Source: an optimization exercise on an open RTL-to-GDS flow (aim: small area and a short achievable clock period). Production flows keep margins and buffers that such runs may drop. At most, simulation tests tie the RTL to the original design; equivalence was not proved. No functional check of the RTL was part of runs 4 to 6. No activity file was given, so power comes from the tool's default toggle rates.

File: flow/config.mk
export PLATFORM = sky130hd
export DESIGN_NAME = vm5f_core
export DESIGN_NICKNAME = vm5f_core
export VERILOG_FILES = /design/flow/design.v
export SDC_FILE = /design/flow/constraint.sdc
export NUM_CORES = 4
export LEC_CHECK = 0
export CAP_MARGIN = 20
export CORE_MARGIN = 2
export CORE_UTILIZATION = 40
export SLEW_MARGIN = 20
File: flow/constraint.sdc
create_clock -name core_clock -period 10.0 [get_ports {clk}]
set_input_delay 2.0000 -clock core_clock [delete_from_list [all_inputs] [get_ports {clk}]]
set_output_delay 2.0000 -clock core_clock [all_outputs]
set_load 0.01 [all_outputs]
File: flow/flow/run.sh
#!/bin/bash
# Standard ORFS layout, with repair_timing aiming further below the clock period.
set -euo pipefail
bash standard.sh SETUP_SLACK_MARGIN=6.5 finish > standard_flow.log 2>&1
File: flow/design.v
module vm5f_core (
    input  wire         clk,
    input  wire         rst,             
    input  wire         rx_valid,
    input  wire [7:0]   rx_data,
    input  wire         rx_last,
    output wire         rx_ready,
    output reg          rsp_valid,
    output wire [2:0]   rsp_err,
    output wire [7:0]   rsp_addr,
    output wire [7:0]   rsp_cmd,
    output wire [7:0]   rsp_len,
    output wire [7:0]   rsp_chk,
    output wire [7:0]   rsp_chk_calc,
    output reg          rsp_chk_ok,
    output reg          rsp_tag,
    output reg  [2:0]   last_err,
    input  wire         enc_valid,
    output reg          enc_ready,
    input  wire [7:0]   enc_cmd,
    input  wire [7:0]   enc_addr,
    input  wire [4:0]   enc_n,
    input  wire [207:0] enc_payload,     
    output reg          tx_valid,
    output reg  [7:0]   tx_data,
    output reg          tx_last,
    input  wire         tx_ready,
    output reg          refused,
    input  wire         tick,            
    input  wire         ovr_n,           
    output reg          act,             
    output reg  [1:0]   ls,
    output reg  [3:0]   fifo_count,
    output reg  [7:0]   cur_ant,
    output reg  [15:0]  cur_pc,
    output reg  [95:0]  cur_epc
);
    localparam [7:0] HEAD        = 8'hA0;
    localparam       NSLOT       = 11;
    localparam [6:0] POLL_MS     = 7'd100;
    localparam [11:0] RELOCK_MS  = 12'd4000;
    localparam [1:0] LS_IDLE    = 2'd0;
    localparam [1:0] LS_ENGAGED = 2'd1;
    localparam [1:0] LS_WAIT    = 2'd2;
    localparam [1:0] LS_RELOCK  = 2'd3;
    localparam [2:0] E_OK        = 3'd0;
    localparam [2:0] E_TOOSHORT  = 3'd1;
    localparam [2:0] E_BADHEADER = 3'd2;
    localparam [2:0] E_LENGTH    = 3'd3;
    reg  [4:0]   p;             
    reg          hdr_ok;        
    reg          len_bad;       
    reg  [4:0]   len;           
    reg  [7:0]   addr;
    reg  [7:0]   cmd;
    reg  [7:0]   nsum;          
    reg  [7:0]   chk;           
    reg          got_chk;       
    reg          rdy;           
    wire         pend = !rdy;
    wire         rx_acc    = rx_valid && !pend;
    wire         chunk_end = rx_acc && rx_last;
    wire         p0     = (p == 5'd0);
    wire         p_ge2  = (p[4:1] != 4'd0);
    wire         is_chk = p_ge2 && !got_chk && ({1'b0, p} == {1'b0, len} + 6'd1);
    wire         in_sum = !p_ge2 || !(got_chk || is_chk);
    reg  [2:0]   n_err;
    always @(*) begin
        if (p < 5'd4)
            n_err = E_TOOSHORT;
        else if (!hdr_ok)
            n_err = E_BADHEADER;
        else if (len_bad || !(got_chk || is_chk))
            n_err = E_LENGTH;
        else
            n_err = E_OK;
    end
    wire         n_tag   = (n_err == E_OK) && (len >= 5'd18);
    wire         new_tag = chunk_end && n_tag;
    always @(posedge clk) begin
        if (rst) begin
            p <= 5'd0;
        end else if (rx_acc) begin
            p <= rx_last ? 5'd0 : (p == 5'd31) ? p : p + 5'd1;
        end
        if (rx_acc) begin
            if (p0) begin
                hdr_ok  <= (rx_data == HEAD);
                got_chk <= 1'b0;
            end
            if (p == 5'd1) begin
                len     <= rx_data[4:0];
                len_bad <= (rx_data < 8'd3) || (rx_data > 8'd30);
            end
            if (p == 5'd2) addr <= rx_data;
            if (p == 5'd3) cmd  <= rx_data;
            nsum <= (p0 ? 8'd0 : nsum) - (in_sum ? rx_data : 8'd0);
            if (is_chk) begin
                chk     <= rx_data;
                got_chk <= 1'b1;
            end
        end
    end
    always @(posedge clk) begin
        if (rst) begin
            rsp_valid <= 1'b0;
            last_err  <= E_OK;
        end else begin
            rsp_valid <= chunk_end;
            if (chunk_end)
                last_err <= n_err;
        end
        if (chunk_end) begin
            rsp_chk_ok <= is_chk ? (rx_data == nsum) : (chk == nsum);
            rsp_tag    <= n_tag;
        end
    end
    assign rsp_err      = last_err;
    assign rsp_addr     = addr;
    assign rsp_cmd      = cmd;
    assign rsp_len      = {3'b000, len};
    assign rsp_chk      = chk;
    assign rsp_chk_calc = nsum;
    assign rx_ready     = rdy;
    reg  [NSLOT*120-1:0] mem;   
    reg  [3:0]   wr;
    reg  [3:0]   rd;
    wire want_push = new_tag || pend;
    wire do_push   = want_push && (fifo_count != 4'd10);
    wire do_pop    = (ls == LS_IDLE) && (fifo_count != 4'd0);
    wire pend_next = want_push && (fifo_count == 4'd10);
    integer s, b;
    always @(posedge clk) begin
        for (s = 0; s < NSLOT; s = s + 1)
            for (b = 0; b < 15; b = b + 1)
                if (wr == s && p == b + 4)
                    mem[120*s + 8*b +: 8] <= rx_data;
    end
    always @(posedge clk) begin
        if (rst)
            rdy <= 1'b1;
        else
            rdy <= !pend_next;
    end
    always @(posedge clk) begin
        if (rst) begin
            wr         <= 4'd0;
            rd         <= 4'd0;
            fifo_count <= 4'd0;
        end else begin
            if (do_push)
                wr <= (wr == NSLOT - 1) ? 4'd0 : wr + 4'd1;
            if (do_pop)
                rd <= (rd == NSLOT - 1) ? 4'd0 : rd + 4'd1;
            fifo_count <= fifo_count + {3'b000, do_push} - {3'b000, do_pop};
        end
    end
    reg  [119:0] head;
    always @(*) begin
        head = 120'd0;
        for (s = 0; s < NSLOT; s = s + 1)
            if (rd == s)
                for (b = 0; b < 15; b = b + 1)
                    head[119 - 8*b -: 8] = mem[120*s + 8*b +: 8];
    end
    always @(posedge clk) begin
        if (ls == LS_IDLE) begin
            cur_ant <= head[119:112];
            cur_pc  <= head[111:96];
            cur_epc <= head[95:0];
        end
    end
    reg  [11:0]  cnt;
    wire         cnt_zero = (cnt == 12'd0);
    always @(posedge clk) begin
        if (rst) begin
            ls  <= LS_IDLE;
            act <= 1'b0;
        end else begin
            case (ls)
                LS_IDLE: begin
                    if (do_pop) begin
                        act <= 1'b1;
                        ls  <= LS_ENGAGED;
                    end
                end
                LS_ENGAGED: begin
                    ls <= LS_WAIT;
                end
                LS_WAIT: begin
                    if (cnt_zero && !ovr_n)
                        ls <= LS_RELOCK;
                end
                LS_RELOCK: begin
                    if (cnt_zero) begin
                        act <= 1'b0;
                        ls  <= LS_IDLE;
                    end
                end
            endcase
        end
        case (ls)
            LS_ENGAGED: cnt <= 12'd0;
            LS_WAIT: begin
                if (cnt_zero)
                    cnt <= ovr_n ? {5'd0, POLL_MS} : RELOCK_MS;
                else if (tick)
                    cnt <= cnt - 12'd1;
            end
            LS_RELOCK: begin
                if (!cnt_zero && tick)
                    cnt <= cnt - 12'd1;
            end
            default: ;
        endcase
    end
    reg  [4:0]   e_idx;         
    reg  [7:0]   e_nsum;        
    wire [4:0]   nx_idx = e_idx + 5'd1;
    wire [4:0]   pl_idx = e_idx - 5'd3;    
    wire [7:0]   nx_nsum = e_nsum - tx_data;
    wire         nx_last = (e_idx == enc_n + 5'd3);
    reg  [7:0]   pl_byte;
    integer k;
    always @(*) begin
        pl_byte = 8'd0;
        for (k = 0; k < 26; k = k + 1)
            if (pl_idx == k)
                pl_byte = enc_payload[8*k +: 8];
    end
    reg  [7:0]   nx_data;
    always @(*) begin
        if (nx_last)
            nx_data = nx_nsum;
        else if (nx_idx == 5'd1)
            nx_data = {3'b000, enc_n} + 8'd3;
        else if (nx_idx == 5'd2)
            nx_data = enc_addr;
        else if (nx_idx == 5'd3)
            nx_data = enc_cmd;
        else
            nx_data = pl_byte;
    end
    wire take_req  = enc_ready && enc_valid;
    wire busy_next = tx_valid ? !(tx_ready && tx_last) : (take_req && enc_n <= 5'd26);
    always @(posedge clk) begin
        if (rst) begin
            tx_valid  <= 1'b0;
            enc_ready <= 1'b1;
            refused   <= 1'b0;
        end else begin
            tx_valid  <= busy_next;
            enc_ready <= !busy_next && !pend_next;
            if (take_req && enc_n > 5'd26)
                refused <= 1'b1;
        end
        if (!tx_valid) begin
            tx_data <= HEAD;
            tx_last <= 1'b0;
            e_idx   <= 5'd0;
            e_nsum  <= 8'd0;
        end else if (tx_ready) begin
            tx_data <= nx_data;
            tx_last <= nx_last;
            e_idx   <= nx_idx;
            e_nsum  <= nx_nsum;
        end
    end
endmodule
File: flow/standard.sh
#!/bin/bash
# synth_recipe.tcl (not shown) runs the flow's synth.tcl, then flattens the netlist and writes it again
# the make line also repeats each setting of config.mk as NAME=value (left out here)
make -C /OpenROAD-flow-scripts/flow DESIGN_CONFIG=/design/flow/config.mk WORK_HOME=/design/flow/orfs CLKGATE_MAP_FILE= SYNTH_SCRIPT=/design/flow/synth_recipe.tcl "${@:-finish}"
==> results of run 1 <==
[routing by layer]
| layer | GRT usage (%) | up-vias |
|---|---|---|
| met5 | 0.287 | - |
| met4 | 7.11 | 6 |
| met3 | 4.45 | 311 |
| met2 | 35.2 | 1665 |
| met1 | 30.7 | 18600 |
| li1 | - | 16300 |
[timing repair]
action	4_1_cts	5_1_grt
setup endpoints to repair	223	110
buffers inserted	19	8
resized for setup	464	62
pin swaps	6	7
cloned	4	1
[placed cells by master (no fill, tap or decap), types with 27 or more instances in the layout]
cell | netlist | routed
a31oi_1 | 37 | 35
nand2_1 | 209 | 203
a221oi_1 | 114 | 111
ha_1 | 39 | 29
a222oi_1 | 130 | 130
clkinv_1 | 0 | 32
clkdlybuf4s50_1 | 0 | 232
a22o_1 | 88 | 88
nor3_1 | 28 | 27
a22oi_1 | 237 | 237
a21oi_1 | 111 | 108
clkbuf_16 | 0 | 156
dlygate4sd2_1 | 0 | 57
inv_1 | 69 | 60
o21ai_0 | 97 | 91
buf_2 | 11 | 46
buf_4 | 9 | 70
clkbuf_1 | 213 | 30
and3_1 | 114 | 110
nor2_1 | 315 | 312
edfxtp_1 | 1494 | 1494
xnor2_1 | 28 | 27
nand3_1 | 57 | 56
clkdlybuf4s15_1 | 0 | 43
dfxtp_1 | 49 | 33
clkdlybuf4s15_2 | 0 | 29
[worst min-delay path: cells and delay by family (launching register included)]
| family | cells | cell delay, ns |
|---|---|---|
| AND/OR/NAND/NOR | 1 | 0.07 |
| AO/OA/AOI/OAI | 1 | 0.04 |
| flip-flops | 1 | 0.33 |
[through the flow]
stage	total power, mW	hold slack [ns]	setup WS, ns
after floorplan	9.28	0.449	6.09
after global placement	10.9	0.456	5.20
after detailed placement	10.8	0.466	5.17
after CTS	16.4	0.476	6.41
after global routing	16.9	0.510	6.44
final	16.3	0.472	6.50
[state kept, by name, summed over array words and instances (netlist names), 5 cells and up]
signal   count
addr         8
e_idx        5
cmd          8
e_nsum       8
cur_epc     96
tx_data      8
nsum         8
cnt         12
p            5
cur_ant      8
cur_pc      16
len          5
mem       1320
chk          8
[kinds of logic (layout without fill, tap and decap cells)]
logic type                 Yosys count  after routing
AOI/OAI and AO/OA                  989            989
and+or+nand+nor                    853            856
xor gates and xnor gates            51             51
DFF                               1543           1543
other                                1             16
buffers and inverters              323            866
muxes                               18             18
adders and majority gates           42             42
[worst min path at each step]
stage,startpoint,endpoint,slack (ns),cells after the start
6_report,refused$_SDFFE_PP0P_,refused$_SDFFE_PP0P_,0.47,2
5_1_grt,last_err[1]$_SDFFE_PP0P_,last_err[1]$_SDFFE_PP0P_,0.51,2
4_1_cts,refused$_SDFFE_PP0P_,refused$_SDFFE_PP0P_,0.48,2
3_5_place_dp,refused$_SDFFE_PP0P_,refused$_SDFFE_PP0P_,0.47,2
3_3_place_gp,refused$_SDFFE_PP0P_,refused$_SDFFE_PP0P_,0.46,2
2_1_floorplan,e_nsum[6]$_SDFFE_PN0P_,e_nsum[6]$_SDFFE_PN0P_,0.45,2
[cells in the mapped netlist, drive strengths merged, types with 4 or more instances]
master   instances  area [sq um]
o21bai           4          30.0
a211oi          19           143
nor2b           19           119
clkbuf         213           800
nand2b           6          37.5
a31oi           38           244
edfxtp        1494         44900
mux2i           18           180
nor3            29           150
o21a             6          45.0
a22oi          238          1790
or3             10          62.6
o221ai           4          35.0
o21ai          104           521
a21oi          113           573
o31ai            7          71.3
nand2          210           791
o2111ai          8          70.1
xor2            23           201
o211ai          21           158
a22o            88           771
inv             70           263
o22ai           27           169
buf             40           213
and3           114           713
xnor2           28           245
a2111oi          5          62.6
a21o             6          45.0
or4             10          75.1
a221o           23           230
and2            20           125
ha              39           488
or2              4          25.0
nor4             4          25.0
nor2           317          1200
a31o             5          43.8
nand3           58           303
a221oi         114           998
nor3b            4          30.0
nand4           14          87.6
nand3b          22           178
a222oi         130          1300
dfxtp           49           981
[power by group]
group	internal [mW]	switching [mW]
Sequential	7.59	0.184
Combinational	1.04	1.71
Clock	3.28	2.45
Total	11.9	4.34
[cell type report]
cell class,instances,area [sq um],share of cell area (%)
Timing Repair inverter,2,12.5,0.0175
Multi-Input combinational cell,1961,13200,18.4
Clock inverter,90,955,1.33
Inverter,70,300,0.420
Sequential cell,1543,45900,64.1
Tap cell,1944,2430,3.40
Timing Repair Buffer,516,4740,6.62
Clock buffer,188,4040,5.65
Antenna cell,11,27.5,0.0385
==> results.sh, run 1 <==
export IMPL_status="timing/DRC/antenna clean"
export IMPL_max_freq_mhz=285
export IMPL_vias_per_cell=5.82
export IMPL_synth_enable_flop_cells=1494
export IMPL_reg2regPathDepth=9
export IMPL_finalMaxSlewViolations=0
export IMPL_final_util_pct=47.9
export IMPL_r2r_start="e_idx[0]$_SDFFE_PN0P_"
export IMPL_syn_area_per_cell_sq_um=15.7
export IMPL_synth_ff_type="edfxtp_1"
export IMPL_dp_cells=6004
export IMPL_finalSetupViolCount=0
export IMPL_dp_hpwl_um=103000
export IMPL_met2_wirelength_um=82100
export IMPL_syn_area_sq_um=59900
export IMPL_coreArea_sq_um=149000
export IMPL_dieArea_sq_um=153000
export IMPL_postSynth_asyncResetShare_pct=0
export IMPL_cp_num_buf_inv=1
export IMPL_grt_max_degree=121
export IMPL_die_h_um=391
export IMPL_cp_num_cells=9
export IMPL_ys_seq_elements=1543
export IMPL_p_leak_nw=23.2
export IMPL_cp_arrival_ns=4.16
export IMPL_start_kind="input port"
export IMPL_layout_nets=4534
export IMPL_regToRegEndpoint="tx_data[6]$_SDFFE_PN0P_"
export IMPL_first_iter_violations=3977
export IMPL_synthCells=3820
export IMPL_cts_buffers=153
export IMPL_clkSinkCount=1543
export IMPL_power_density_nw_per_um2=227
export IMPL_synth_adder_area_share_pct=0.915
export IMPL_hold_viol=0
export IMPL_cts_hold_buf=0
export IMPL_wirelength_met1_um=73500
export IMPL_cp_top_family="compound AO/OA/AOI/OAI gates"
export IMPL_cts_buffer_depth=3
export IMPL_ys_seq_area_share_pct=76.5
export IMPL_cts_tree="yes"
export IMPL_slew_headroom_pct=24.3
export IMPL_drcViolationCount=0
export IMPL_max_stage_delay_ns=0.56
export IMPL_design_area_sq_um=71500
export IMPL_finalNonFillerCells=6325
export IMPL_finClkSkew_ns=0.0307
export IMPL_cts_clk_slew_worst_paths_ns=0.06
export IMPL_synth_mux_area_share_pct=0.301
export IMPL_critPathMostFrequentCell="xor2_1"
export IMPL_ys_types=95
export IMPL_grt_pass1_vias=35500
export IMPL_drt_wl_total_um=174000
export IMPL_start_util_pct=40.1
export IMPL_crit_path_end="tx_data[2]$_SDFFE_PN0P_"
export IMPL_synth_simple_gate_area_share_pct=6.73
export IMPL_num_vias=36800
export IMPL_max_cap_viol_count=0
export IMPL_antenna_found_initial=14
export IMPL_final_min_clock_period_ns=3.50
export IMPL_io_buffer_count=428
export IMPL_rsz0062_at_grt="yes"
export IMPL_ant_nets=0
export IMPL_area_growth_pct=19.4
export IMPL_drt_pass1_iterations=8
export IMPL_fp_dieW_um=391
export IMPL_synth_warnings=1
export IMPL_hold_path_class="register to register"
export IMPL_grt_overflow=0
export IMPL_root_buffer="clkbuf_16"
export IMPL_routed_top_layer="met5"
export IMPL_synth_xor_area_share_pct=0.746
export IMPL_period_share_pct=35.0
export IMPL_gp_congestion=0.952
export IMPL_fin_setup_tns_ns=0
export IMPL_tightest_slew_ns=1.13
export IMPL_synth_compound_gate_area_share_pct=12.7
export IMPL_rows=142
export IMPL_drive_gt1_share_pct=11.7
export IMPL_setup_worst_path_end_class="register"
export IMPL_route_met3_wl_um=13100
export IMPL_grt_pass1_wl_um=249000
export IMPL_wl_per_cell_um=27.4
export IMPL_startpoint="enc_n[2]"
export IMPL_worstPathRequired_ns=10.65
export IMPL_path_class="input port to register"
export IMPL_postPlaceCellArea_sq_um=66300
export IMPL_clk_latency_ns=0.79
export IMPL_cp_cell_sequence="clkdlybuf4s50_1 > o21ai_0 > xor2_1 > xor2_1 > and3_4 > a221o_1 > a311o_1 > o2111ai_1 > a21oi_1"
export IMPL_fillers=12600
export IMPL_grt_util_all_layers_pct=22.2
export IMPL_worst_path_max_delay_cell="clkdlybuf4s50_1"
export IMPL_synth_top_family_by_area="compound AO/OA/AOI/OAI gates"
export IMPL_ir_worst_vdd_mv=0.223
export IMPL_htree_levels=4
export IMPL_critPathMaxFanout=18
export IMPL_r2r_setup_slack_ns=6.56
export IMPL_ioPinCount=434
==> inputs of run 2 (changes only) <==
==> flow/run.sh (new file) <==
#!/bin/bash
# synth_recipe.tcl (not shown) runs the flow's synth.tcl, then flattens the netlist and writes it again
# the make line also repeats each setting of config.mk as NAME=value (left out here)
make -C /OpenROAD-flow-scripts/flow DESIGN_CONFIG=/design/flow/config.mk WORK_HOME=/design/flow/orfs CLKGATE_MAP_FILE= SYNTH_SCRIPT=/design/flow/synth_recipe.tcl finish
removed: flow/flow/run.sh
removed: flow/standard.sh
==> run 2 against run 1 <==
Sequential cell count is the same. Worst hold slack improved by 0.0019 ns. Non-clock buffer count is 22 lower. Cell area is 0.55% lower. Synthesized cell count unchanged.
==> results.sh, run 2 <==
export IMPL_cts_buffer_depth=3
export IMPL_final_min_clock_period_ns=4.80
export IMPL_grt_overflow=0
export IMPL_finalMaxSlewViolations=0
export IMPL_p_switching_mw=4.34
export IMPL_area_growth_pct=18.8
export IMPL_switching_share_pct=26.6
export IMPL_vias_per_cell=5.85
export IMPL_top_register="mem"
export IMPL_final_util_pct=47.7
export IMPL_synth_ff_type="edfxtp_1"
export IMPL_synth_common_cells="edfxtp_1 (1494), nor2_1 (315), a22oi_1 (237), clkbuf_1 (213), nand2_1 (209)"
export IMPL_period_share_pct=48.0
export IMPL_grt_max_degree=143
export IMPL_drt_wl_total_um=172000
export IMPL_dieArea_sq_um=153000
export IMPL_fin_setup_tns_ns=0
export IMPL_start_util_pct=40.1
export IMPL_clkSinkCount=1543
export IMPL_fp_dieW_um=391
export IMPL_path_class="input port to register"
export IMPL_hold_path_class="register to register"
export IMPL_syn_area_per_cell_sq_um=15.7
export IMPL_antenna_found_initial=13
export IMPL_ys_seq_area_share_pct=76.5
export IMPL_ys_seq_elements=1543
export IMPL_io_buffer_count=428
export IMPL_finalSetupViolCount=0
export IMPL_cts_tree="yes"
export IMPL_seq_power_share_pct=47.8
export IMPL_yosysTopAreaCell="edfxtp_1"
export IMPL_synth_most_common_cell="edfxtp_1"
export IMPL_die_h_um=391
export IMPL_finalPower_mw=16.3
export IMPL_finClkSkew_ns=0.0347
export IMPL_root_buffer="clkbuf_16"
export IMPL_largest_registers="mem: 1320 flops, cur_epc: 96 flops, cur_pc: 16 flops"
export IMPL_tightest_slew_ns=1.13
export IMPL_slew_headroom_pct=24.2
export IMPL_cp_arrival_ns=5.45
export IMPL_rows=142
export IMPL_hp_start="e_nsum[6]$_SDFFE_PN0P_"
export IMPL_htree_levels=4
export IMPL_setup_worst_path_end_class="register"
export IMPL_layout_commonest_cell="edfxtp_1"
export IMPL_dp_hpwl_um=105000
export IMPL_final_cell_mix="edfxtp_1 (1494), clkdlybuf4s50_1 (420), nor2_1 (315), a22oi_1 (237), nand2_1 (205)"
export IMPL_post_cts_buffers=0
export IMPL_largest_reg_flops=1320
export IMPL_ioPinCount=434
export IMPL_grt_pass1_wl_um=248000
export IMPL_regArea_sq_um=45800
export IMPL_start_kind="input port"
export IMPL_clk_latency_ns=0.79
export IMPL_p_int_mw=12.0
export IMPL_layout_nets=4507
export IMPL_synth_top_cell_area_share_pct=74.9
export IMPL_ir_worst_vdd_mv=0.171
export IMPL_fillers=12700
export IMPL_max_cap_viol_count=0
export IMPL_synthCells=3820
export IMPL_power_density_nw_per_um2=229
export IMPL_first_iter_violations=4151
export IMPL_drive_gt1_share_pct=7.87
export IMPL_multi_input_area_sq_um=12900
export IMPL_cts_resized=0
export IMPL_postSynth_asyncResetShare_pct=0
export IMPL_ant_nets=0
export IMPL_clkPwrFrac_pct=34.6
export IMPL_cts_clk_slew_worst_paths_ns=0.06
export IMPL_p_leak_nw=22.8
export IMPL_ys_types=95
export IMPL_startpoint="rx_valid"
export IMPL_max_freq_mhz=208
export IMPL_hold_viol=0
export IMPL_r2r_start="rd[0]$_SDFFE_PP0P_"
export IMPL_drcViolationCount=0
export IMPL_wl_per_cell_um=27.3
export IMPL_cts_hold_buf=0
export IMPL_rsz0062_at_grt="no"
export IMPL_cts_buffers=153
export IMPL_synthTopCellsByArea="edfxtp_1 (75%), a22oi_1 (3.0%), a222oi_1 (2.2%)"
export IMPL_coreArea_sq_um=149000
export IMPL_worstPathRequired_ns=10.65
export IMPL_grt_pass1_vias=35600
export IMPL_gp_congestion=0.941
export IMPL_syn_area_sq_um=59900
export IMPL_drt_pass1_iterations=7
export IMPL_combPwrFrac_pct=17.6
export IMPL_status="timing/DRC/antenna clean"
export IMPL_synth_enable_flop_cells=1494
export IMPL_grt_util_all_layers_pct=22.1
export IMPL_synth_warnings=1
export IMPL_critPathMaxFanout=10
export IMPL_num_vias=36800
-- run 2: cells by family (layout without fill, tap and decap cells) --
logic type / count (synthesis) / count (layout) / share of synthesized area (%)
buf+inv: 323 / 842 / 2.13
mux: 18 / 18 / 0.301
compound gates: 989 / 989 / 12.7
simple gates: 853 / 853 / 6.73
other cells: 1 / 12 / 0.00626
flops: 1543 / 1543 / 76.5
fa+ha+maj: 42 / 42 / 0.915
xor+xnor: 51 / 51 / 0.746
-- run 2: power groups by stage --
stage	combinational [mW]	sequential [mW]	clock [mW]
2_1_floorplan	1.27	8.01	0
3_3_place_gp	2.90	7.95	0
3_5_place_dp	2.91	7.93	0
4_1_cts	2.93	7.81	5.72
5_1_grt	3.12	7.83	5.99
6_report	2.88	7.79	5.64
-- run 2: final timing paths --
path	to	cells past startpoint	slack, ns
setup / recovery	fifo_count[2]$_SDFF_PP0_	15	5.20
hold / removal	e_nsum[6]$_SDFFE_PN0P_	2	0.47
setup reg to reg	cur_epc[22]$_DFFE_PP_	9	5.57
hold reg to reg	e_nsum[6]$_SDFFE_PN0P_	2	0.47
-- run 2: worst max-delay path: stages --
cell and delay (ns):
clkdlybuf4s50_1 0.46, nand2_1 0.16, inv_1 0.35, nand2_1 0.18, inv_1 0.18, nand4_1 0.12, a2111oi_0 0.45, o21ai_1 0.29
ha_1 0.36, inv_1 0.05, ha_1 0.16, inv_1 0.07, fa_1 0.41, xor2_1 0.14, nor2_1 0.05
-- run 2: final cells by class --
cell class	instances	area share (%)
flip-flops and latches	1543	64.4
clock buffers	185	5.65
diodes	7	0.0246
repair buffers	494	6.75
clock inverters	93	1.24
well taps	1944	3.42
multi-input cells	1958	18.1
inverters	70	0.369
-- run 2: routing by layer --
| metal | part of all wire [%] | track usage (%) | vias up |
|---|---|---|---|
| met5 | 0.0076 | 0 | - |
| met4 | 2.6 | 6.69 | 2 |
| met3 | 7.8 | 3.95 | 253 |
| met2 | 48 | 35.3 | 1659 |
| met1 | 42 | 30.8 | 18700 |
| li1 | - | - | 16200 |
-- run 2: stage by stage --
step,instance area [sq um],setup slack [ns],hold slack [ns],cells
floorplan,59900,4.80,0.449,3824
global placement,66200,4.50,0.451,6009
detailed placement,66200,4.44,0.468,6009
CTS,71100,5.26,0.477,6287
global route,71200,4.87,0.492,6294
finish,71200,5.20,0.474,6294
==> inputs of run 3 (changes only) <==
==> flow/flow/run.sh (new file) <==
#!/bin/bash
# Standard ORFS layout, with plain buffers on the ports and repair_timing aiming
# further below the clock period.
set -euo pipefail
bash standard.sh "BUFFER_PORTS_ARGS=-buffer_cell sky130_fd_sc_hd__buf_2" SETUP_SLACK_MARGIN=6.5 finish > standard_flow.log 2>&1
==> flow/standard.sh (new file) <==
#!/bin/bash
# synth_recipe.tcl (not shown) runs the flow's synth.tcl, then flattens the netlist and writes it again
# the make line also repeats each setting of config.mk as NAME=value (left out here)
make -C /OpenROAD-flow-scripts/flow DESIGN_CONFIG=/design/flow/config.mk WORK_HOME=/design/flow/orfs CLKGATE_MAP_FILE= SYNTH_SCRIPT=/design/flow/synth_recipe.tcl "${@:-finish}"
removed: flow/run.sh
==> run 3 against run 2 <==
Sequential share of layout area is 1.5 points higher. Clock skew is 0.0066 ns lower. Still clean. First-iteration DRC count is 6.1% higher. Utilization is 1.1 points lower. Clock power hardly changed.
==> results.sh, run 3 <==
export IMPL_status="timing/DRC/antenna clean"
export IMPL_cts_hold_buf=0
export IMPL_ys_types=95
export IMPL_synthCells=3820
export IMPL_finalNonFillerCells=6323
export IMPL_synth_top_cell_area_share_pct=74.9
export IMPL_largest_reg_flops=1320
export IMPL_startpoint="wr[0]$_SDFFE_PP0P_"
export IMPL_design_area_sq_um=69500
export IMPL_area_growth_pct=16.0
export IMPL_drcViolationCount=0
export IMPL_slew_headroom_pct=23.0
export IMPL_drt_wl_total_um=174000
export IMPL_rsz0062_at_grt="yes"
export IMPL_cts_clk_slew_worst_paths_ns=0.06
export IMPL_critPathMaxFanout=12
export IMPL_power_density_nw_per_um2=231
export IMPL_io_buffer_count=428
export IMPL_detailedPlace_worstSlack_ns=5.55
export IMPL_dp_hpwl_um=103000
export IMPL_cp_arrival_ns=3.92
export IMPL_grtUsageMet3_pct=3.81
export IMPL_timing_final_ws_setup_ns=6.46
export IMPL_grt_busiest_layer="met2"
export IMPL_tightest_slew_ns=1.15
export IMPL_fp_dieW_um=391
export IMPL_dp_cells=5998
export IMPL_path_class="register to register"
export IMPL_final_util_pct=46.6
export IMPL_grt_max_degree=154
export IMPL_first_iter_violations=4404
export IMPL_fillers=13000
export IMPL_max_freq_mhz=283
export IMPL_synth_warnings=1
export IMPL_final_cell_mix="edfxtp_1 (1494), buf_2 (419), nor2_1 (314), a22oi_1 (237), nand2_1 (202)"
export IMPL_hold_viol=0
export IMPL_ys_seq_elements=1543
export IMPL_grt_util_all_layers_pct=22.3
export IMPL_cts_buffers=156
export IMPL_ir_worst_vdd_mv=0.177
export IMPL_layout_commonest_cell="edfxtp_1"
export IMPL_root_buffer="clkbuf_16"
export IMPL_finalPower_mw=16.0
export IMPL_antenna_found_initial=11
export IMPL_num_vias=37400
export IMPL_cts_tree="yes"
export IMPL_r2r_setup_slack_ns=6.46
export IMPL_clkSinkCount=1543
export IMPL_syn_area_per_cell_sq_um=15.7
export IMPL_ioPinCount=434
export IMPL_ant_nets=0
export IMPL_drive_gt1_share_pct=18.7
export IMPL_finalSetupViolCount=0
export IMPL_synth_ff_type="edfxtp_1"
export IMPL_synth_common_cells="edfxtp_1 (1494), nor2_1 (315), a22oi_1 (237), clkbuf_1 (213), nand2_1 (209)"
export IMPL_synth_enable_flop_cells=1494
export IMPL_worstPathRequired_ns=10.38
export IMPL_r2r_start="wr[0]$_SDFFE_PP0P_"
export IMPL_postPlaceCellArea_sq_um=64200
export IMPL_start_kind="register"
export IMPL_start_util_pct=40.1
export IMPL_period_share_pct=35.4
export IMPL_crit_path_end="mem[942]$_DFFE_PP_"
export IMPL_synth_most_common_cell="edfxtp_1"
export IMPL_ys_seq_area_share_pct=76.5
export IMPL_p_leak_nw=23.0
export IMPL_reg2regPathDepth=4
export IMPL_whs_ns=0.473
export IMPL_coreArea_sq_um=149000
export IMPL_yosysTopAreaCell="edfxtp_1"
export IMPL_grt_use_met1_pct=31.0
export IMPL_gp_congestion=0.930
export IMPL_layout_nets=4526
export IMPL_drt_pass1_iterations=9
export IMPL_grtUsageMet2_pct=35.7
export IMPL_final_min_clock_period_ns=3.54
export IMPL_rows=142
export IMPL_synthTopCellsByArea="edfxtp_1 (75%), a22oi_1 (3.0%), a222oi_1 (2.2%)"
export IMPL_finalMaxSlewViolations=0
export IMPL_cts_buffer_depth=3
export IMPL_grt_overflow=0
export IMPL_grt_pass1_vias=35700
export IMPL_clk_latency_ns=0.79
export IMPL_hold_path_class="register to register"
export IMPL_max_cap_viol_count=0
export IMPL_postSynth_asyncResetShare_pct=0
export IMPL_syn_area_sq_um=59900
export IMPL_wl_per_cell_um=27.5
export IMPL_largest_registers="mem: 1320 flops, cur_epc: 96 flops, cur_pc: 16 flops"
export IMPL_finClkSkew_ns=0.0281
export IMPL_regToRegEndpoint="mem[942]$_DFFE_PP_"
export IMPL_grt_pass1_wl_um=250000
export IMPL_die_h_um=391
export IMPL_dieArea_sq_um=153000
export IMPL_setup_worst_path_end_class="register"
export IMPL_vias_per_cell=5.91
export IMPL_fin_setup_tns_ns=0
export IMPL_top_register="mem"
export IMPL_htree_levels=4
## run 3: cell counts after synthesis
Identical to the previous run, type by type.
## run 3: where the power goes
group	internal, mW	leakage [nW]	switching [mW]	total [mW]
logic	0.915	6.61	1.72	2.63
registers	7.59	14.0	0.192	7.79
clock network	3.17	2.39	2.45	5.61
## run 3: critical path, cell delays in order (launching register included)
cell and delay, ns:
dfxtp_1 0.49, nor2b_1 0.39, nand3_1 0.82, buf_4 0.53, nor2_1 0.89
## run 3: cell families (layout without fill, tap and decap cells)
kind of cell               count (synthesis)  after routing  synth area share [%]
DFF                                     1543           1543                  76.5
and+or+nand+nor                          853            854                  6.73
adders and majority gates                 42             42                 0.915
other                                      1             17               0.00626
xor gates and xnor gates                  51             51                 0.746
buffers and inverters                    323            865                  2.13
AOI/OAI and AO/OA                        989            989                  12.7
muxes                                     18             18                 0.301
## run 3: routing by layer
| metal | vias to the layer above | routed length (um) |
|---|---|---|
| met2 | 1751 | 82800 |
| met3 | 262 | 13800 |
| met4 | 0 | 4760 |
| met5 | - | 0 |
| met1 | 19100 | 72700 |
| li1 | 16300 | - |
## run 3: timing repair
| action | in CTS | in global routing |
|---|---|---|
| resized for setup | 26 | 27 |
| cloned | 2 | 0 |
| buffers inserted | 11 | 14 |
| pin swaps | 0 | 7 |
| endpoints found under the setup margin | 67 | 60 |
## run 3: worst min path at each step
stage	start	to	slack [ns]	cells past startpoint
2_1_floorplan	e_nsum[6]$_SDFFE_PN0P_	e_nsum[6]$_SDFFE_PN0P_	0.45	2
3_3_place_gp	refused$_SDFFE_PP0P_	refused$_SDFFE_PP0P_	0.45	2
3_5_place_dp	e_nsum[6]$_SDFFE_PN0P_	e_nsum[6]$_SDFFE_PN0P_	0.47	2
4_1_cts	e_nsum[6]$_SDFFE_PN0P_	e_nsum[6]$_SDFFE_PN0P_	0.48	2
5_1_grt	e_nsum[6]$_SDFFE_PN0P_	e_nsum[6]$_SDFFE_PN0P_	0.50	2
6_report	e_nsum[6]$_SDFFE_PN0P_	e_nsum[6]$_SDFFE_PN0P_	0.47	2
## run 3: cell type report
cell class | instances | area [sq um] | area share (%)
Sequential cell | 1543 | 45900 | 66.0
Clock inverter | 85 | 716 | 1.03
Antenna cell | 12 | 30.0 | 0.0432
Timing Repair Buffer | 508 | 2900 | 4.17
Inverter | 70 | 302 | 0.434
Multi-Input combinational cell | 1959 | 13100 | 18.8
Clock buffer | 201 | 4170 | 6.00
Tap cell | 1944 | 2430 | 3.50
Timing Repair inverter | 1 | 5.00 | 0.00720
==> inputs of run 4 (changes only) <==
--- a/flow/design.v
+++ b/flow/design.v
@@ -55,9 +55,11 @@
     reg  [7:0]   cmd;
     reg  [7:0]   nsum;          
+    reg  [7:0]   bq;            
+    reg          aq;            
     reg  [7:0]   chk;           
     reg          got_chk;       
     reg          rdy;           
     wire         pend = !rdy;
-    wire         rx_acc    = rx_valid && !pend;
+    wire         rx_acc    = rx_valid && rdy;
     wire         chunk_end = rx_acc && rx_last;
     wire         p0     = (p == 5'd0);
@@ -78,4 +80,5 @@
     wire         n_tag   = (n_err == E_OK) && (len >= 5'd18);
     wire         new_tag = chunk_end && n_tag;
+    wire [7:0]   nsum_all = nsum - (aq ? bq : 8'd0);
     always @(posedge clk) begin
         if (rst) begin
@@ -95,5 +98,4 @@
             if (p == 5'd2) addr <= rx_data;
             if (p == 5'd3) cmd  <= rx_data;
-            nsum <= (p0 ? 8'd0 : nsum) - (in_sum ? rx_data : 8'd0);
             if (is_chk) begin
                 chk     <= rx_data;
@@ -101,4 +103,7 @@
             end
         end
+        bq   <= rx_data;
+        aq   <= rx_acc && in_sum;
+        nsum <= (rx_acc && p0) ? 8'd0 : nsum_all;
     end
     always @(posedge clk) begin
@@ -112,5 +117,5 @@
         end
         if (chunk_end) begin
-            rsp_chk_ok <= is_chk ? (rx_data == nsum) : (chk == nsum);
+            rsp_chk_ok <= (is_chk ? rx_data : chk) == nsum_all;
             rsp_tag    <= n_tag;
         end
@@ -130,4 +135,6 @@
     wire do_pop    = (ls == LS_IDLE) && (fifo_count != 4'd0);
     wire pend_next = want_push && (fifo_count == 4'd10);
+    wire [3:0] cnt_k = do_pop ? fifo_count - 4'd1 : fifo_count;    
+    wire [3:0] cnt_p = do_pop ? fifo_count : fifo_count + 4'd1;    
     integer s, b;
     always @(posedge clk) begin
@@ -153,5 +160,5 @@
             if (do_pop)
                 rd <= (rd == NSLOT - 1) ? 4'd0 : rd + 4'd1;
-            fifo_count <= fifo_count + {3'b000, do_push} - {3'b000, do_pop};
+            fifo_count <= do_push ? cnt_p : cnt_k;
         end
     end
@@ -217,29 +224,23 @@
     reg  [4:0]   e_idx;         
     reg  [7:0]   e_nsum;        
-    wire [4:0]   nx_idx = e_idx + 5'd1;
-    wire [4:0]   pl_idx = e_idx - 5'd3;    
+    wire [4:0]   nx_idx  = e_idx + 5'd1;
+    wire [4:0]   pl_idx  = e_idx - 5'd3;    
     wire [7:0]   nx_nsum = e_nsum - tx_data;
-    wire         nx_last = (e_idx == enc_n + 5'd3);
-    reg  [7:0]   pl_byte;
+    wire         nx_last = (pl_idx == enc_n);
+    reg  [7:0]   nx_body;       
     integer k;
     always @(*) begin
-        pl_byte = 8'd0;
+        nx_body = 8'd0;
+        if (nx_idx == 5'd1)
+            nx_body = {3'b000, enc_n} + 8'd3;
+        if (nx_idx == 5'd2)
+            nx_body = enc_addr;
+        if (nx_idx == 5'd3)
+            nx_body = enc_cmd;
         for (k = 0; k < 26; k = k + 1)
             if (pl_idx == k)
-                pl_byte = enc_payload[8*k +: 8];
-    end
-    reg  [7:0]   nx_data;
-    always @(*) begin
-        if (nx_last)
-            nx_data = nx_nsum;
-        else if (nx_idx == 5'd1)
-            nx_data = {3'b000, enc_n} + 8'd3;
-        else if (nx_idx == 5'd2)
-            nx_data = enc_addr;
-        else if (nx_idx == 5'd3)
-            nx_data = enc_cmd;
-        else
-            nx_data = pl_byte;
-    end
+                nx_body = enc_payload[8*k +: 8];
+    end
+    wire [7:0]   nx_data = nx_last ? nx_nsum : nx_body;
     wire take_req  = enc_ready && enc_valid;
     wire busy_next = tx_valid ? !(tx_ready && tx_last) : (take_req && enc_n <= 5'd26);
==> run 4 against run 3 <==
Routed wire length shrank 0.86%. Global-route usage down 0.11 points. First-iteration DRC count is 0.25% lower. Clock skew rose by 0.0027 ns. Worst setup slack better by 0.040 ns. Critical path depth shrank 3. Synthesized cell count decreased by 0.92%. Fmax rose by 1.2%. Via count shrank 1.2%. Non-clock buffer count decreased by 13. Clock-buffer cell count decreased by 20. Largest cell class unchanged.
==> results.sh, run 4 <==
export IMPL_htree_levels=4
export IMPL_synth_enable_flop_cells=1486
export IMPL_fillers=12700
export IMPL_cts_clk_slew_worst_paths_ns=0.06
export IMPL_die_h_um=390
export IMPL_ant_nets=0
export IMPL_dp_hpwl_um=105000
export IMPL_final_cell_mix="edfxtp_1 (1486), buf_2 (418), a22oi_1 (330), nor2_1 (283), nand3_1 (199)"
export IMPL_largest_reg_flops=1320
export IMPL_syn_area_sq_um=59700
export IMPL_start_kind="register"
export IMPL_synth_top_cell_area_share_pct=74.7
export IMPL_grt_overflow=0
export IMPL_grt_pass1_wl_um=250000
export IMPL_synth_common_cells="edfxtp_1 (1486), a22oi_1 (330), nor2_1 (295), nand3_1 (200), clkbuf_1 (196)"
export IMPL_io_buffer_count=428
export IMPL_drt_wl_total_um=173000
export IMPL_fp_dieW_um=390
export IMPL_rows=141
export IMPL_syn_area_per_cell_sq_um=15.8
export IMPL_vias_per_cell=5.91
export IMPL_top_register="mem"
export IMPL_max_stage_delay_ns=0.52
export IMPL_start_util_pct=40.3
export IMPL_final_min_clock_period_ns=3.50
export IMPL_yosysTopAreaCell="edfxtp_1"
export IMPL_wl_per_cell_um=27.6
export IMPL_ir_worst_vdd_mv=0.187
export IMPL_drt_pass1_iterations=6
export IMPL_tightest_slew_ns=1.11
export IMPL_synth_ff_type="edfxtp_1"
export IMPL_hold_viol=0
export IMPL_seq_power_share_pct=49.1
export IMPL_cts_buffers=156
export IMPL_layout_nets=4477
export IMPL_p_leak_nw=22.7
export IMPL_synth_warnings=1
export IMPL_max_freq_mhz=286
export IMPL_largest_registers="mem: 1320 flops, cur_epc: 96 flops, cur_pc: 16 flops"
export IMPL_clkPwrFrac_pct=36.2
export IMPL_synthCells=3785
export IMPL_critPathMaxFanout=1
export IMPL_switching_share_pct=26.6
export IMPL_slew_headroom_pct=26.2
export IMPL_synthTopCellsByArea="edfxtp_1 (75%), a22oi_1 (4.1%), a222oi_1 (2.8%)"
export IMPL_ys_seq_area_share_pct=76.9
export IMPL_ys_seq_elements=1552
export IMPL_path_class="register to primary output"
export IMPL_finalMaxSlewViolations=0
export IMPL_drcViolationCount=0
export IMPL_p_int_mw=11.6
export IMPL_power_density_nw_per_um2=228
export IMPL_combPwrFrac_pct=14.8
export IMPL_clk_latency_ns=0.80
export IMPL_postSynth_asyncResetShare_pct=0
export IMPL_ys_types=95
export IMPL_drive_gt1_share_pct=18.4
export IMPL_cp_num_buf_inv=1
export IMPL_period_share_pct=35.0
export IMPL_root_buffer="clkbuf_16"
export IMPL_cp_arrival_ns=1.50
export IMPL_fin_setup_tns_ns=0
export IMPL_hold_path_class="register to register"
export IMPL_cts_tree="yes"
export IMPL_grt_util_all_layers_pct=22.1
export IMPL_num_vias=36900
export IMPL_dieArea_sq_um=152000
export IMPL_setup_worst_path_end_class="primary output"
export IMPL_first_iter_violations=4393
export IMPL_worst_path_max_delay_cell="edfxtp_1"
export IMPL_grt_max_degree=121
export IMPL_status="timing/DRC/antenna clean"
export IMPL_cp_top_family="flip-flops"
export IMPL_rsz0062_at_grt="yes"
export IMPL_gp_congestion=0.942
export IMPL_finClkSkew_ns=0.0308
export IMPL_ioPinCount=434
export IMPL_worstPathRequired_ns=8.00
export IMPL_finalSetupViolCount=0
export IMPL_p_switching_mw=4.19
export IMPL_finalPower_mw=15.8
export IMPL_area_growth_pct=16.0
export IMPL_synth_most_common_cell="edfxtp_1"
export IMPL_layout_commonest_cell="edfxtp_1"
export IMPL_clkSinkCount=1552
export IMPL_antenna_found_initial=3
export IMPL_coreArea_sq_um=148000
export IMPL_cts_buffer_depth=3
export IMPL_max_cap_viol_count=0
export IMPL_cp_cell_sequence="buf_6"
export IMPL_grt_pass1_vias=36100
## run 4: cell count changes in the layout (fill, tap and decap cells not counted), sizes merged, moves of 40 or more
cell and change:
a221oi -73, a222oi +40, a22o -71, a22oi +92
and3 -68, nand2 -83, nand3 +142, o21ai +51
## run 4: routing by layer
metal | vias to the layer above | wire, um | global-route usage (%)
met1 | 18800 | 72000 | 30.7
met2 | 1627 | 83200 | 36.0
met3 | 295 | 12200 | 3.25
li1 | 16200 | - | -
met4 | 2 | 5220 | 7.13
met5 | - | 13 | 0
## run 4: final cells by class
class,count,area [sq um],share of cell area (%)
repair buffers,495,2800,4.04
multi-input cells,1937,12900,18.6
diodes,1,2.50,0.00361
flip-flops and latches,1552,46000,66.4
clock buffers,181,4040,5.83
well taps,1930,2410,3.49
inverters,52,213,0.307
clock inverters,104,978,1.41
## run 4: metrics by stage
step	instance area [sq um]	cells	setup WS [ns]	hold slack [ns]	util, %
detailed placement	64000	5960	5.56	0.476	43.2
global placement	64000	5960	5.67	0.470	43.2
CTS	69100	6247	6.46	0.485	46.7
global route	69300	6251	6.44	0.514	46.8
floorplan	59800	3789	6.34	0.456	-
finish	69300	6252	6.50	0.482	46.8
## run 4: final timing paths
| kind | from | end | cells after the start | slack (ns) |
|---|---|---|---|---|
| worst max-delay path | cur_epc[78]$_DFFE_PP_ | cur_epc[78] | 1 | 6.50 |
| worst min-delay path | e_nsum[0]$_SDFFE_PN0P_ | e_nsum[0]$_SDFFE_PN0P_ | 2 | 0.48 |
| worst max register to register | rd[1]$_SDFFE_PP0P_ | cur_epc[55]$_DFFE_PP_ | 6 | 6.59 |
| worst min register to register | e_nsum[0]$_SDFFE_PN0P_ | e_nsum[0]$_SDFFE_PN0P_ | 2 | 0.48 |
## run 4: what timing repair did
| item | in CTS | in global routing |
|---|---|---|
| endpoints found under the setup margin | 111 | 30 |
| gates resized for setup | 34 | 30 |
| setup buffers | 2 | 4 |
| hold buffers | 0 | 0 |
| pin swaps | 0 | 2 |
## run 4: power by group through the flow
stage                     clock network, mW  logic (mW)  registers (mW)
after detailed placement                  0        2.34            7.88
final                                  5.71        2.33            7.74
after global placement                    0        2.34            7.88
after floorplan                           0        1.08            7.99
after global routing                   6.05        2.53            7.77
after CTS                              5.80        2.36            7.75
## run 4: cells by family after synthesis
group,count (synthesis),synth area share [%]
DFF,1552,76.9
AOI/OAI and AO/OA,989,12.6
and+or+nand+nor,837,6.61
buffers and inverters,300,1.98
xor gates and xnor gates,53,0.800
adders and majority gates,38,0.834
muxes,15,0.262
other,1,0.00628
==> inputs of run 5 (changes only) <==
==> flow/flow/run.sh (replaced) <==
#!/bin/bash
# Standard ORFS layout, with plain buffers on the ports and repair_timing aiming
# further below the clock period.
set -euo pipefail
bash standard.sh "BUFFER_PORTS_ARGS=-buffer_cell sky130_fd_sc_hd__buf_2" SETUP_SLACK_MARGIN=7 finish > standard_flow.log 2>&1
--- a/flow/config.mk
+++ b/flow/config.mk
@@ -8,4 +8,5 @@
 export CAP_MARGIN = 20
 export CORE_MARGIN = 2
-export CORE_UTILIZATION = 40
+export CORE_UTILIZATION = 60
+export CTS_BUF_LIST = sky130_fd_sc_hd__clkbuf_8
 export SLEW_MARGIN = 20
==> run 5 against run 4 <==
Sequential share of layout area grew 0.45 points. Final cell count decreased by 7.3%. Synthesized area unchanged. Cell area down 0.49%. Routed wire length up 0.82%. Clock power fell by 19%. Still clean on timing, DRC and antenna. Total power down 6.0%. Die area shrank 33%.
==> results.sh, run 5 <==
export IMPL_status="timing/DRC/antenna clean"
export IMPL_antenna_found_initial=5
export IMPL_finalSetupViolCount=0
export IMPL_postSynth_asyncResetShare_pct=0
export IMPL_dp_hpwl_um=104000
export IMPL_cp_cell_sequence="buf_2"
export IMPL_slew_headroom_pct=27.5
export IMPL_synth_ff_type="edfxtp_1"
export IMPL_layout_nets=4606
export IMPL_startpoint="cur_epc[15]$_DFFE_PP_"
export IMPL_tightest_slew_ns=1.09
export IMPL_r2r_start="len[0]$_DFFE_PP_"
export IMPL_yosysTopAreaCell="edfxtp_1"
export IMPL_root_buffer="clkbuf_8"
export IMPL_detailedPlace_worstSlack_ns=5.76
export IMPL_p_leak_nw=23.1
export IMPL_finalNonFillerCells=5797
export IMPL_cts_clk_slew_worst_paths_ns=0.06
export IMPL_clkSinkCount=1552
export IMPL_io_buffer_count=428
export IMPL_clk_latency_ns=0.92
export IMPL_cp_arrival_ns=1.60
export IMPL_hold_path_class="register to register"
export IMPL_start_util_pct=60.6
export IMPL_ys_seq_area_share_pct=76.9
export IMPL_synth_top_cell_area_share_pct=74.7
export IMPL_design_area_sq_um=68900
export IMPL_worst_path_max_delay_cell="edfxtp_1"
export IMPL_dp_cells=5314
export IMPL_dieArea_sq_um=102000
export IMPL_first_iter_violations=5738
export IMPL_cts_buffer_depth=3
export IMPL_period_share_pct=36.0
export IMPL_ys_types=95
export IMPL_area_growth_pct=15.4
export IMPL_gp_congestion=0.995
export IMPL_critPathMaxFanout=1
export IMPL_rows=115
export IMPL_seq_power_share_pct=52.4
export IMPL_synthCells=3785
export IMPL_grt_pass1_wl_um=253000
export IMPL_max_freq_mhz=278
export IMPL_combPwrFrac_pct=16.6
export IMPL_cts_buffers=228
export IMPL_synth_enable_flop_cells=1486
export IMPL_fin_setup_tns_ns=0
export IMPL_cts_hold_buf=0
export IMPL_cts_tree="yes"
export IMPL_setup_worst_path_end_class="primary output"
export IMPL_fp_dieW_um=319
export IMPL_grt_pass1_vias=38000
export IMPL_rsz0062_at_grt="yes"
export IMPL_drt_wl_total_um=174000
export IMPL_postPlaceCellArea_sq_um=63200
export IMPL_synthTopCellsByArea="edfxtp_1 (75%), a22oi_1 (4.1%), a222oi_1 (2.8%)"
export IMPL_largest_registers="mem: 1320 flops, cur_epc: 96 flops, cur_pc: 16 flops"
export IMPL_drcViolationCount=0
export IMPL_ant_nets=0
export IMPL_power_density_nw_per_um2=215
export IMPL_syn_area_per_cell_sq_um=15.8
export IMPL_top_register="mem"
export IMPL_worstPathRequired_ns=8.00
export IMPL_grt_overflow=0
export IMPL_syn_area_sq_um=59700
export IMPL_fillers=6556
export IMPL_cp_top_family="flip-flops"
export IMPL_synth_most_common_cell="edfxtp_1"
export IMPL_finalPower_mw=14.8
export IMPL_finalMaxSlewViolations=0
export IMPL_die_h_um=319
export IMPL_final_cell_mix="edfxtp_1 (1486), buf_2 (372), a22oi_1 (330), nor2_1 (252), clkbuf_8 (232)"
export IMPL_ioPinCount=434
export IMPL_wl_per_cell_um=30.0
export IMPL_timing_final_ws_setup_ns=6.40
export IMPL_layout_commonest_cell="edfxtp_1"
export IMPL_finClkSkew_ns=0.0523
export IMPL_clkPwrFrac_pct=31.0
export IMPL_p_int_mw=10.7
export IMPL_hp_start="last_err[1]$_SDFFE_PP0P_"
export IMPL_drt_pass1_iterations=7
export IMPL_path_class="register to primary output"
export IMPL_grt_max_degree=121
export IMPL_max_stage_delay_ns=0.53
export IMPL_grt_util_all_layers_pct=33.7
export IMPL_ys_seq_elements=1552
export IMPL_num_vias=38800
export IMPL_largest_reg_flops=1320
export IMPL_coreArea_sq_um=98600
export IMPL_p_switching_mw=4.10
export IMPL_hold_viol=0
export IMPL_synth_common_cells="edfxtp_1 (1486), a22oi_1 (330), nor2_1 (295), nand3_1 (200), clkbuf_1 (196)"
export IMPL_start_kind="register"
export IMPL_max_cap_viol_count=0
export IMPL_vias_per_cell=6.70
export IMPL_final_min_clock_period_ns=3.60
export IMPL_drive_gt1_share_pct=22.6
export IMPL_htree_levels=4
export IMPL_ir_worst_vdd_mv=0.230
export IMPL_synth_warnings=1
export IMPL_cp_num_buf_inv=1
export IMPL_switching_share_pct=27.7
==> run 5: layout make-up <==
| class | instances | area [sq um] | area share [%] |
|---|---|---|---|
| diodes | 2 | 5.00 | 0.00726 |
| clock buffers | 232 | 3190 | 4.63 |
| clock inverters | 183 | 905 | 1.31 |
| inverters | 52 | 218 | 0.316 |
| multi-input cells | 1937 | 13200 | 19.2 |
| flip-flops and latches | 1552 | 46000 | 66.8 |
| well taps | 1287 | 1610 | 2.34 |
| repair buffers | 552 | 3700 | 5.38 |
==> run 5: final timing paths <==
| path | depth (start not counted) | slack, ns | end |
|---|---|---|---|
| worst min register to register | 2 | 0.48 | last_err[1]$_SDFFE_PP0P_ |
| worst max register to register | 18 | 6.66 | fifo_count[3]$_SDFFE_PP0P_ |
| worst min-delay path | 2 | 0.48 | last_err[1]$_SDFFE_PP0P_ |
| worst max-delay path | 1 | 6.40 | cur_epc[15] |
==> run 5: power by group through the flow <==
stage / Clock (mW) / Combinational [mW] / Sequential, mW
finish: 4.60 / 2.46 / 7.77
global route: 4.93 / 2.62 / 7.79
CTS: 4.64 / 2.41 / 7.77
detailed placement: 0 / 2.29 / 7.89
global placement: 0 / 2.26 / 7.88
floorplan: 0 / 1.09 / 7.98
==> run 5: what timing repair did <==
action,4_1_cts,5_1_grt
pin swaps,15,30
cloned,0,2
hold endpoints to repair,0,0
setup endpoints to repair,684,504
buffers inserted,42,22
gates resized for setup,188,89
==> run 5: metrics by stage <==
step | hold slack [ns] | util, %
6_report | 0.476 | 69.9
5_1_grt | 0.501 | 69.9
4_1_cts | 0.476 | 69.3
3_5_place_dp | 0.456 | 64.2
3_3_place_gp | 0.458 | 64.2
2_1_floorplan | 0.456 | -
==> run 5: kinds of logic after synthesis <==
| kind of cell | count (synthesis) | share of synthesized area (%) |
|---|---|---|
| flip-flops | 1552 | 76.9 |
| AO/OA/AOI/OAI | 989 | 12.6 |
| AND/OR/NAND/NOR | 837 | 6.61 |
| buffers and inverters | 300 | 1.98 |
| XOR/XNOR | 53 | 0.800 |
| adder cells (fa/ha/maj) | 38 | 0.834 |
| multiplexers | 15 | 0.262 |
| other | 1 | 0.00628 |
==> run 5: metal layers <==
layer  up-vias  track usage [%]  share of wire, %
li1      16500                -                 -
met1     19400             48.0                39
met4         0             12.9               3.7
met5         -                0                 0
met3       368             6.34                10
met2      2593             52.3                47
==> inputs of run 6 (changes only) <==
--- a/flow/design.v
+++ b/flow/design.v
@@ -163,18 +163,24 @@
         end
     end
-    reg  [119:0] head;
+    wire [NSLOT-1:0] rd_oh;
+    genvar gs;
+    generate
+        for (gs = 0; gs < NSLOT; gs = gs + 1) begin : g_rd
+            assign rd_oh[gs] = (rd == gs);
+        end
+    endgenerate
+    wire         idle = (ls == LS_IDLE);
+    wire [119:0] cur  = {cur_ant, cur_pc, cur_epc};
+    reg  [119:0] cur_d;
     always @(*) begin
-        head = 120'd0;
+        cur_d = cur & {120{!idle}};
         for (s = 0; s < NSLOT; s = s + 1)
-            if (rd == s)
-                for (b = 0; b < 15; b = b + 1)
-                    head[119 - 8*b -: 8] = mem[120*s + 8*b +: 8];
-    end
-    always @(posedge clk) begin
-        if (ls == LS_IDLE) begin
-            cur_ant <= head[119:112];
-            cur_pc  <= head[111:96];
-            cur_epc <= head[95:0];
-        end
+            for (b = 0; b < 15; b = b + 1)
+                cur_d[119 - 8*b -: 8] = cur_d[119 - 8*b -: 8] | (mem[120*s + 8*b +: 8] & {8{rd_oh[s] && idle}});
+    end
+    always @(posedge clk) begin
+        cur_ant <= cur_d[119:112];
+        cur_pc  <= cur_d[111:96];
+        cur_epc <= cur_d[95:0];
     end
     reg  [11:0]  cnt;
==> flow/flow/run.sh (replaced) <==
#!/bin/bash
# Standard ORFS layout, with plain buffers on the ports and repair_timing aiming
# further below the clock period.
set -euo pipefail
bash standard.sh "BUFFER_PORTS_ARGS=-buffer_cell sky130_fd_sc_hd__buf_2" SETUP_SLACK_MARGIN=6.5 finish > standard_flow.log 2>&1
--- a/flow/config.mk
+++ b/flow/config.mk
@@ -8,5 +8,6 @@
 export CAP_MARGIN = 20
 export CORE_MARGIN = 2
-export CORE_UTILIZATION = 60
-export CTS_BUF_LIST = sky130_fd_sc_hd__clkbuf_8
+export CORE_UTILIZATION = 40
+export CTS_CLUSTER_DIAMETER = 80
+export CTS_CLUSTER_SIZE = 25
 export SLEW_MARGIN = 20
==> run 6 against run 5 <==
Still clean. Clock power decreased by 22%. Clock skew increased by 0.0080 ns. Total power decreased by 8.2%. Synthesized area decreased by 1.1%. Utilization decreased by 25 points. Critical path depth unchanged. Fmax increased by 3.3%. Final cell count increased by 4.4%. Die area increased by 48%. Largest cell class unchanged.
==> results.sh, run 6 <==
export IMPL_p_leak_nw=21.5
export IMPL_fin_setup_tns_ns=0
export IMPL_grt_util_all_layers_pct=23.0
export IMPL_cts_buffer_depth=3
export IMPL_finalPower_mw=13.6
export IMPL_area_growth_pct=11.6
export IMPL_cp_arrival_ns=1.48
export IMPL_synth_most_common_cell="edfxtp_1"
export IMPL_period_share_pct=34.8
export IMPL_dp_hpwl_um=105000
export IMPL_cts_tree="yes"
export IMPL_wl_per_cell_um=29.5
export IMPL_path_class="register to primary output"
export IMPL_synth_enable_flop_cells=1366
export IMPL_max_freq_mhz=287
export IMPL_io_buffer_count=428
export IMPL_cts_clk_slew_worst_paths_ns=0.10
export IMPL_clkSinkCount=1552
export IMPL_top_register="mem"
export IMPL_hold_viol=0
export IMPL_final_min_clock_period_ns=3.48
export IMPL_grt_overflow=0
export IMPL_ys_seq_elements=1552
export IMPL_drt_wl_total_um=179000
export IMPL_status="timing/DRC/antenna clean"
export IMPL_fillers=12900
export IMPL_tightest_slew_ns=1.17
export IMPL_synth_ff_type="edfxtp_1"
export IMPL_rows=141
export IMPL_largest_reg_flops=1320
export IMPL_finalMaxSlewViolations=0
export IMPL_timing_final_ws_setup_ns=6.52
export IMPL_hold_path_class="register to register"
export IMPL_drcViolationCount=0
export IMPL_clk_latency_ns=0.72
export IMPL_grt_pass1_wl_um=255000
export IMPL_p_int_mw=9.74
export IMPL_cp_top_family="flip-flops"
export IMPL_critPathMaxFanout=2
export IMPL_coreArea_sq_um=147000
export IMPL_cts_hold_buf=0
export IMPL_ir_worst_vdd_mv=0.218
export IMPL_layout_nets=4350
export IMPL_dieArea_sq_um=151000
export IMPL_drt_pass1_iterations=5
export IMPL_grt_max_degree=127
export IMPL_seq_power_share_pct=56.6
export IMPL_switching_share_pct=28.4
export IMPL_largest_registers="mem: 1320 flops, cur_epc: 96 flops, cur_pc: 16 flops"
export IMPL_fp_dieW_um=388
export IMPL_htree_levels=3
export IMPL_cp_num_buf_inv=1
export IMPL_root_buffer="clkbuf_16"
export IMPL_grt_pass1_vias=35400
export IMPL_power_density_nw_per_um2=206
export IMPL_syn_area_sq_um=59100
export IMPL_finalSetupViolCount=0
export IMPL_layout_commonest_cell="edfxtp_1"
export IMPL_rsz0062_at_grt="yes"
export IMPL_cts_buffers=76
export IMPL_synth_warnings=1
export IMPL_max_cap_viol_count=0
export IMPL_synthTopCellsByArea="edfxtp_1 (69%), dfxtp_1 (6.3%), a221oi_1 (5.6%)"
export IMPL_gp_congestion=0.936
export IMPL_ant_nets=0
export IMPL_postSynth_asyncResetShare_pct=0
export IMPL_die_h_um=388
export IMPL_max_stage_delay_ns=0.57
export IMPL_first_iter_violations=4018
export IMPL_clkPwrFrac_pct=26.2
export IMPL_antenna_found_initial=5
export IMPL_num_vias=36600
export IMPL_whs_ns=0.464
export IMPL_start_util_pct=40.2
export IMPL_p_switching_mw=3.87
export IMPL_ys_types=88
export IMPL_final_cell_mix="edfxtp_1 (1366), buf_2 (420), a221oi_1 (375), a22o_1 (365), nor2_1 (262)"
export IMPL_drive_gt1_share_pct=16.2
export IMPL_detailedPlace_worstSlack_ns=5.47
export IMPL_setup_worst_path_end_class="primary output"
export IMPL_slew_headroom_pct=21.7
export IMPL_ys_seq_area_share_pct=75.7
export IMPL_worst_path_max_delay_cell="dfxtp_1"
export IMPL_synthCells=3737
export IMPL_synth_common_cells="edfxtp_1 (1366), a221oi_1 (375), a22o_1 (365), nor2_1 (272), clkbuf_1 (207)"
export IMPL_combPwrFrac_pct=17.1
export IMPL_start_kind="register"
export IMPL_finClkSkew_ns=0.0603
export IMPL_vias_per_cell=6.04
export IMPL_syn_area_per_cell_sq_um=15.8
export IMPL_worstPathRequired_ns=8.00
export IMPL_ioPinCount=434
export IMPL_cp_cell_sequence="buf_2"
export IMPL_yosysTopAreaCell="edfxtp_1"
export IMPL_synth_top_cell_area_share_pct=69.4
[run 6: cell count changes after synthesis, moves of 15 or more]
cell,delta
a221oi_1,+335
a222oi_1,-170
a22o_1,+348
a22oi_1,-313
and3_1,-30
dfxtp_1,+120
edfxtp_1,-120
nand3_1,-52
nand4_1,-15
nor2_1,-23
o21ai_0,-93
[run 6: cells by family (layout without fill, tap and decap cells)]
logic type,count (synthesis),in the layout,synth area share [%]
AND/OR/NAND/NOR,722,722,5.70
other,1,7,0.00635
flip-flops,1552,1552,75.7
XOR/XNOR,49,49,0.726
AO/OA/AOI/OAI,1059,1059,14.7
adder cells (fa/ha/maj),39,39,0.864
buffers and inverters,300,679,2.02
multiplexers,15,15,0.258
[run 6: area by class of cell]
class / count / area (sq um) / share of cell area, %
diodes: 2 / 5.00 / 0.00759
clock buffers: 114 / 2040 / 3.10
clock inverters: 18 / 288 / 0.436
well taps: 1930 / 2410 / 3.66
inverters: 48 / 211 / 0.321
multi-input cells: 1889 / 13400 / 20.3
repair buffers: 499 / 2850 / 4.32
flip-flops and latches: 1552 / 44800 / 67.9
[run 6: path summary, 6_finish.rpt]
path,endpoint,slack (ns),start,cells after the start
max,cur_epc[31],6.52,cur_epc[31]$_DFF_P_,1
min,cur_epc[21]$_DFF_P_,0.46,mem[581]$_DFFE_PP_,2
max reg2reg,cur_epc[19]$_DFF_P_,6.61,ls[1]$_SDFFE_PP0P_,10
min reg2reg,cur_epc[21]$_DFF_P_,0.46,mem[581]$_DFFE_PP_,2
[run 6: repair_timing]
action	in CTS	in global routing
setup endpoints to repair	126	57
pin swaps	0	1
resized for setup	32	18
buffers inserted	1	6
[run 6: metrics by stage]
step,instances,area [sq um],utilization [%]
final,6052,66000,44.8
after global routing,6050,65900,44.8
after CTS,6043,65800,44.7
after detailed placement,5910,63400,43.1
after global placement,5909,63400,43.1
after floorplan,3741,59200,-
[run 6: layer usage]
metal  part of all wire [%]  wire, um  global-route usage, %  vias up
met2                     49     86800                   38.4     1567
met3                    7.5     13400                   3.55      236
met1                     41     73400                   31.1    18900
met4                    2.8      4960                   6.76        0
met5                      0         0                      0        -
li1                       -         -                      -    15800
[run 6: power groups by stage]
stage | Sequential, mW | Combinational (mW) | Clock, mW
final | 7.71 | 2.33 | 3.57
after global routing | 7.75 | 2.53 | 3.84
after CTS | 7.72 | 2.36 | 3.63
after detailed placement | 7.86 | 2.35 | 0
after global placement | 7.86 | 2.33 | 0
after floorplan | 7.81 | 1.17 | 0

-- what the ideal ports hide --
No port has a modelled driver above. Below, the same layouts with a new extraction and two added sets of constraints. Step 1 (the two cells are an assumption about what drives the block):
set clk [get_ports {clk}]
set_driving_cell -lib_cell sky130_fd_sc_hd__clkbuf_16 $clk
set_driving_cell -lib_cell sky130_fd_sc_hd__buf_2 [delete_from_list [all_inputs] $clk]
Step 2 times the ports against the registers' clock, not the clock port: input delays grow and output delays shrink by t, the midpoint of the rising clock arrivals with the driver on. Slacks: ideal / step 1 / step 2; pairs: ideal / step 1.
run	t (ns)	slack for setup (ns)	clock arrival spread, ns	slew at the worst register clock pin (ns)
run 1	0.859	6.496 / 6.424 / 5.697	0.033 / 0.033	0.07 / 0.07
run 2	0.851	5.202 / 5.235 / 4.384	0.036 / 0.036	0.07 / 0.07
run 3	0.861	6.464 / 6.404 / 5.738	0.031 / 0.031	0.06 / 0.06
run 4	0.844	6.504 / 6.435 / 5.789	0.048 / 0.048	0.07 / 0.07
run 5	0.961	6.402 / 6.331 / 5.923	0.062 / 0.061	0.07 / 0.07
run 6	0.768	6.517 / 6.439 / 5.839	0.061 / 0.061	0.10 / 0.10
After both steps every run listed still meets setup and hold. For run 2, which loses most, drivers alone change the setup slack by +0.033 ns; drivers and shift together by -0.818 ns.
